Background: an optimization exercise with open tools, aiming at small area, a short achievable clock period and few clock cycles. Do not read the settings as production practice. Only simulation tests tie the RTL to the original design; equivalence was not proved. The flow treats the clock pin as an ideal source. Dropping or thinning the clock tree relies on that and would not hold on a real chip. Power and IR drop assume default switching activity.

==> flow/design.v <==
module lidar_framer (
    input  wire         clk,
    input  wire         rst,
    input  wire         cancel,
    input  wire         in_valid,
    input  wire [7:0]   in_data,
    output reg          in_ready,
    output reg          out_valid,
    input  wire         out_ready,
    output wire [339:0] out_rec,
    output reg          err_valid,
    output wire [1:0]   err_code,
    output reg          drop_pulse
);
    reg  [7:0]   d_q;
    reg          v_q;
    reg          in_frame;      
    reg  [5:0]   idx;           
    reg          have_prev;     
    reg          prev_54;       
    reg  [5:0]   dw;            
    reg  [7:0]   sum_lo;
    reg  [5:0]   sum_hi;
    reg          sum_c;
    reg          lo_ok;
    reg  [335:0] sr;
    reg          sh_q;          
    reg          clr_q;         
    wire active   = !rst && !cancel;
    wire consume  = v_q;
    wire take     = active && in_valid && in_ready;
    localparam [5:0] I2  = 6'b000001, I41 = 6'b110111, I42 = 6'b101110,
                     I44 = 6'b111011, I45 = 6'b110110, I46 = 6'b101100;
    wire [5:0] idx_nx = {idx[4:0], idx[5] ^ idx[4]};
    wire is_c0    = (idx == I45);
    wire is_c1    = (idx == I46);
    wire is_sum   = !is_c0 && !is_c1;
    wire is_data  = is_sum && (idx != I42);
    wire f_consume = consume && in_frame;
    wire s_consume = consume && !in_frame;
    wire hdr       = s_consume && have_prev && prev_54 && (d_q == 8'h2C);
    wire new_drop  = s_consume && have_prev && !hdr;
    localparam [5:0] D44 = 6'b000001, D0 = 6'b101100, DM = 6'b011001;
    wire [5:0] dw_nx = {dw[4:0], dw[5] ^ dw[4]};
    wire dw_max    = (dw == DM);
    wire dw_zero   = (dw == D0);
    wire fire_drop = in_frame ? (f_consume && !is_c1 && dw_zero)
                              : (s_consume && dw_max);
    wire done      = f_consume && is_c1;
    wire cks_ok    = lo_ok && (d_q[7:6] == 2'b00) && (sum_hi == d_q[5:0]);
    wire [8:0] lo_add = {1'b0, sum_lo} + {1'b0, d_q};
    wire v_n        = take;
    wire in_frame_n = hdr || (in_frame && !done);
    wire ov_n       = !rst && ((done && cks_ok && !cancel) || (out_valid && !out_ready));
    wire may_frame  = hdr || (in_frame && !done) ||
                      (s_consume ? (!hdr && d_q == 8'h54) : (have_prev && !done && prev_54));
    wire data_n     = hdr || (f_consume ? (idx != I41 && idx != I44 && idx != I45) : is_data);
    always @(posedge clk) begin
        d_q      <= in_data;
        v_q      <= v_n;
        in_ready <= rst || !(may_frame && ((done && cks_ok) || (out_valid && !out_ready)));
        clr_q    <= !active;
        sh_q     <= v_n && !clr_q && in_frame_n && data_n;
    end
    always @(posedge clk) begin
        if (clr_q) begin
            in_frame  <= 1'b0;
            have_prev <= 1'b0;
            dw        <= D44;
        end else begin
            if (hdr)
                in_frame <= 1'b1;
            else if (done)
                in_frame <= 1'b0;
            if (s_consume)
                have_prev <= !hdr;
            else if (done)
                have_prev <= 1'b0;
            if (done)
                dw <= D44;
            else if (hdr)
                dw <= dw_max ? D0 : dw;
            else if ((new_drop && !dw_max) || (f_consume && !dw_zero))
                dw <= dw_nx;
        end
        if (s_consume)
            prev_54 <= (d_q == 8'h54);
        if (hdr)
            idx <= I2;
        else if (f_consume)
            idx <= idx_nx;
    end
    always @(posedge clk) begin
        if (hdr) begin
            sum_lo <= 8'h80;             
            sum_hi <= 6'd0;
            sum_c  <= 1'b0;
        end else begin
            sum_hi <= sum_hi + {5'd0, sum_c};
            sum_c  <= 1'b0;
            if (f_consume && is_sum) begin
                sum_lo <= lo_add[7:0];
                sum_c  <= lo_add[8];
            end
        end
        if (f_consume && is_c0)
            lo_ok <= (sum_lo == d_q);
    end
    always @(posedge clk) begin
        if (sh_q)
            sr <= {sr[327:0], d_q};
    end
    always @(posedge clk) begin
        if (rst) begin
            out_valid  <= 1'b0;
            err_valid  <= 1'b0;
            drop_pulse <= 1'b0;
        end else begin
            out_valid  <= ov_n;
            err_valid  <= !cancel && done && !cks_ok;
            drop_pulse <= !cancel && fire_drop;
        end
    end
    assign err_code = {err_valid, err_valid};
    assign out_rec[15:0]  = {sr[8*(43-3) +: 8], sr[8*(43-2) +: 8]};
    assign out_rec[31:16] = {sr[8*(43-5) +: 8], sr[8*(43-4) +: 8]};
    assign out_rec[47:32] = {sr[7:0], sr[15:8]};
    assign out_rec[51:48] = 4'd12;
    genvar p;
    generate
        for (p = 0; p < 12; p = p + 1) begin : g_pt
            assign out_rec[52+24*p +: 16] = {sr[8*(43-(7+3*p)) +: 8], sr[8*(43-(6+3*p)) +: 8]};
            assign out_rec[68+24*p +: 8]  = sr[8*(43-(8+3*p)) +: 8];
        end
    endgenerate
endmodule
Settings: LEC_CHECK=0, ABC_CLOCK_PERIOD_IN_PS=4000, CAP_MARGIN=20, CORE_MARGIN=2, CORE_UTILIZATION=55, PLACE_DENSITY=0.7, SLEW_MARGIN=20; clock period 10.0 ns.
standard.sh (not shown) runs the stock make flow with config.mk's settings and CLKGATE_MAP_FILE= SYNTH_SCRIPT=/design/flow/synth_recipe.tcl, a recipe that flattens the netlist after the stock synthesis.
==> flow/flow/run.sh <==
#!/bin/bash
# Standard ORFS layout with the smallest buffer on every port, clock tree
# clusters from CTS (clkbuf_16 only, larger clusters, no dummy loads), and the
# tree above the clusters rebuilt by flow/clock_tree.tcl: the clock port
# drives four group inverters, each driving the leaf inverters of a quadrant;
# paths left behind the output paths are then repaired (see clock_tree.tcl).
set -euo pipefail
export BUFFER_PORTS_ARGS="-buffer_cell sky130_fd_sc_hd__buf_1"
export CTS_ARGS="-sink_clustering_enable -repair_clock_nets -dont_use_dummy_load -sink_clustering_size 25 -sink_clustering_max_diameter 100 -buf_list sky130_fd_sc_hd__clkbuf_16"
export POST_CTS_TCL="$(pwd)/flow/clock_tree.tcl"
bash standard.sh > standard.log 2>&1
Other scripts of this flow, unchanged in this note and not shown: flow/flow/clock_tree.tcl
Testbench counts at the start, summed over its fixed seeds: cycles 15,519.
Next try:
--- a/flow/design.v
+++ b/flow/design.v
@@ -19,5 +19,5 @@
     reg          have_prev;     
     reg          prev_54;       
-    reg  [5:0]   dw;            
+    reg  [5:0]   nk;            
     reg  [7:0]   sum_lo;
     reg  [5:0]   sum_hi;
@@ -30,21 +30,15 @@
     wire consume  = v_q;
     wire take     = active && in_valid && in_ready;
-    localparam [5:0] I2  = 6'b000001, I41 = 6'b110111, I42 = 6'b101110,
-                     I44 = 6'b111011, I45 = 6'b110110, I46 = 6'b101100;
-    wire [5:0] idx_nx = {idx[4:0], idx[5] ^ idx[4]};
-    wire is_c0    = (idx == I45);
-    wire is_c1    = (idx == I46);
-    wire is_sum   = !is_c0 && !is_c1;
-    wire is_data  = is_sum && (idx != I42);
+    wire is_data  = (idx != 6'd42) && (idx <= 6'd44);
+    wire is_sum   = (idx <= 6'd44);
+    wire is_c0    = (idx == 6'd45);
+    wire is_c1    = (idx == 6'd46);
     wire f_consume = consume && in_frame;
     wire s_consume = consume && !in_frame;
     wire hdr       = s_consume && have_prev && prev_54 && (d_q == 8'h2C);
     wire new_drop  = s_consume && have_prev && !hdr;
-    localparam [5:0] D44 = 6'b000001, D0 = 6'b101100, DM = 6'b011001;
-    wire [5:0] dw_nx = {dw[4:0], dw[5] ^ dw[4]};
-    wire dw_max    = (dw == DM);
-    wire dw_zero   = (dw == D0);
-    wire fire_drop = in_frame ? (f_consume && !is_c1 && dw_zero)
-                              : (s_consume && dw_max);
+    wire nk_is1    = (nk == 6'd1);
+    wire fire_drop = in_frame ? (f_consume && !is_c1 && idx >= nk)
+                              : (s_consume && nk_is1);
     wire done      = f_consume && is_c1;
     wire cks_ok    = lo_ok && (d_q[7:6] == 2'b00) && (sum_hi == d_q[5:0]);
@@ -55,9 +49,9 @@
     wire may_frame  = hdr || (in_frame && !done) ||
                       (s_consume ? (!hdr && d_q == 8'h54) : (have_prev && !done && prev_54));
-    wire data_n     = hdr || (f_consume ? (idx != I41 && idx != I44 && idx != I45) : is_data);
+    wire data_n     = hdr || (f_consume ? (idx != 6'd41 && idx <= 6'd43) : is_data);
     always @(posedge clk) begin
         d_q      <= in_data;
         v_q      <= v_n;
-        in_ready <= rst || !(may_frame && ((done && cks_ok) || (out_valid && !out_ready)));
+        in_ready <= !(may_frame && ((done && cks_ok) || (out_valid && !out_ready)));
         clr_q    <= !active;
         sh_q     <= v_n && !clr_q && in_frame_n && data_n;
@@ -67,5 +61,5 @@
             in_frame  <= 1'b0;
             have_prev <= 1'b0;
-            dw        <= D44;
+            nk        <= 6'd46;
         end else begin
             if (hdr)
@@ -78,16 +72,16 @@
                 have_prev <= 1'b0;
             if (done)
-                dw <= D44;
+                nk <= 6'd46;
             else if (hdr)
-                dw <= dw_max ? D0 : dw;
-            else if ((new_drop && !dw_max) || (f_consume && !dw_zero))
-                dw <= dw_nx;
+                nk <= nk_is1 ? 6'd2 : nk;
+            else if (new_drop && !nk_is1)
+                nk <= nk - 6'd1;
         end
         if (s_consume)
             prev_54 <= (d_q == 8'h54);
         if (hdr)
-            idx <= I2;
+            idx <= 6'd2;
         else if (f_consume)
-            idx <= idx_nx;
+            idx <= idx + 6'd1;
     end
     always @(posedge clk) begin
Outcome:
- final area goes up by 0.38%
- total power is about the same
- global-route usage goes down by 0.61 points
- die area stays flat
- sequential power is about the same
- critical path depth stays the same
- final cell count stays the same
- sequential cell count stays the same
Testbench counts after the change, summed over its fixed seeds: cycles 15,519.
No run of this note takes its clock network from TritonCTS; it comes from the design's own scripts or RTL.

static timing again, ports no longer ideal:
In the flow no input, the clock included, has a driving cell. The finished layouts below were timed again as built, in two steps. Step 1: set_driving_cell puts a clkbuf_16 on clk and a buf_2 on each other input, an assumption about the parent block. Step 2 moves the port delays by t, midway between the first and last clock arrival at a register: inputs arrive t later, outputs are due t later. That takes back most of the time a late clock gives input paths. a / b / c = no drivers / after step 1 / after step 2; a / b = the first two.
run | shift t [ns] | slack for setup (ns) | pins driven straight from the clock port
the first run | 0.306 | 7.237 / 7.061 / 7.236 | 4
the second run | 0.310 | 7.230 / 7.052 / 7.180 | 4
After both steps every run listed still meets setup and hold. The setup slack of the second run, which loses most, moves by -0.178 ns with the drivers and by -0.050 ns with both steps.
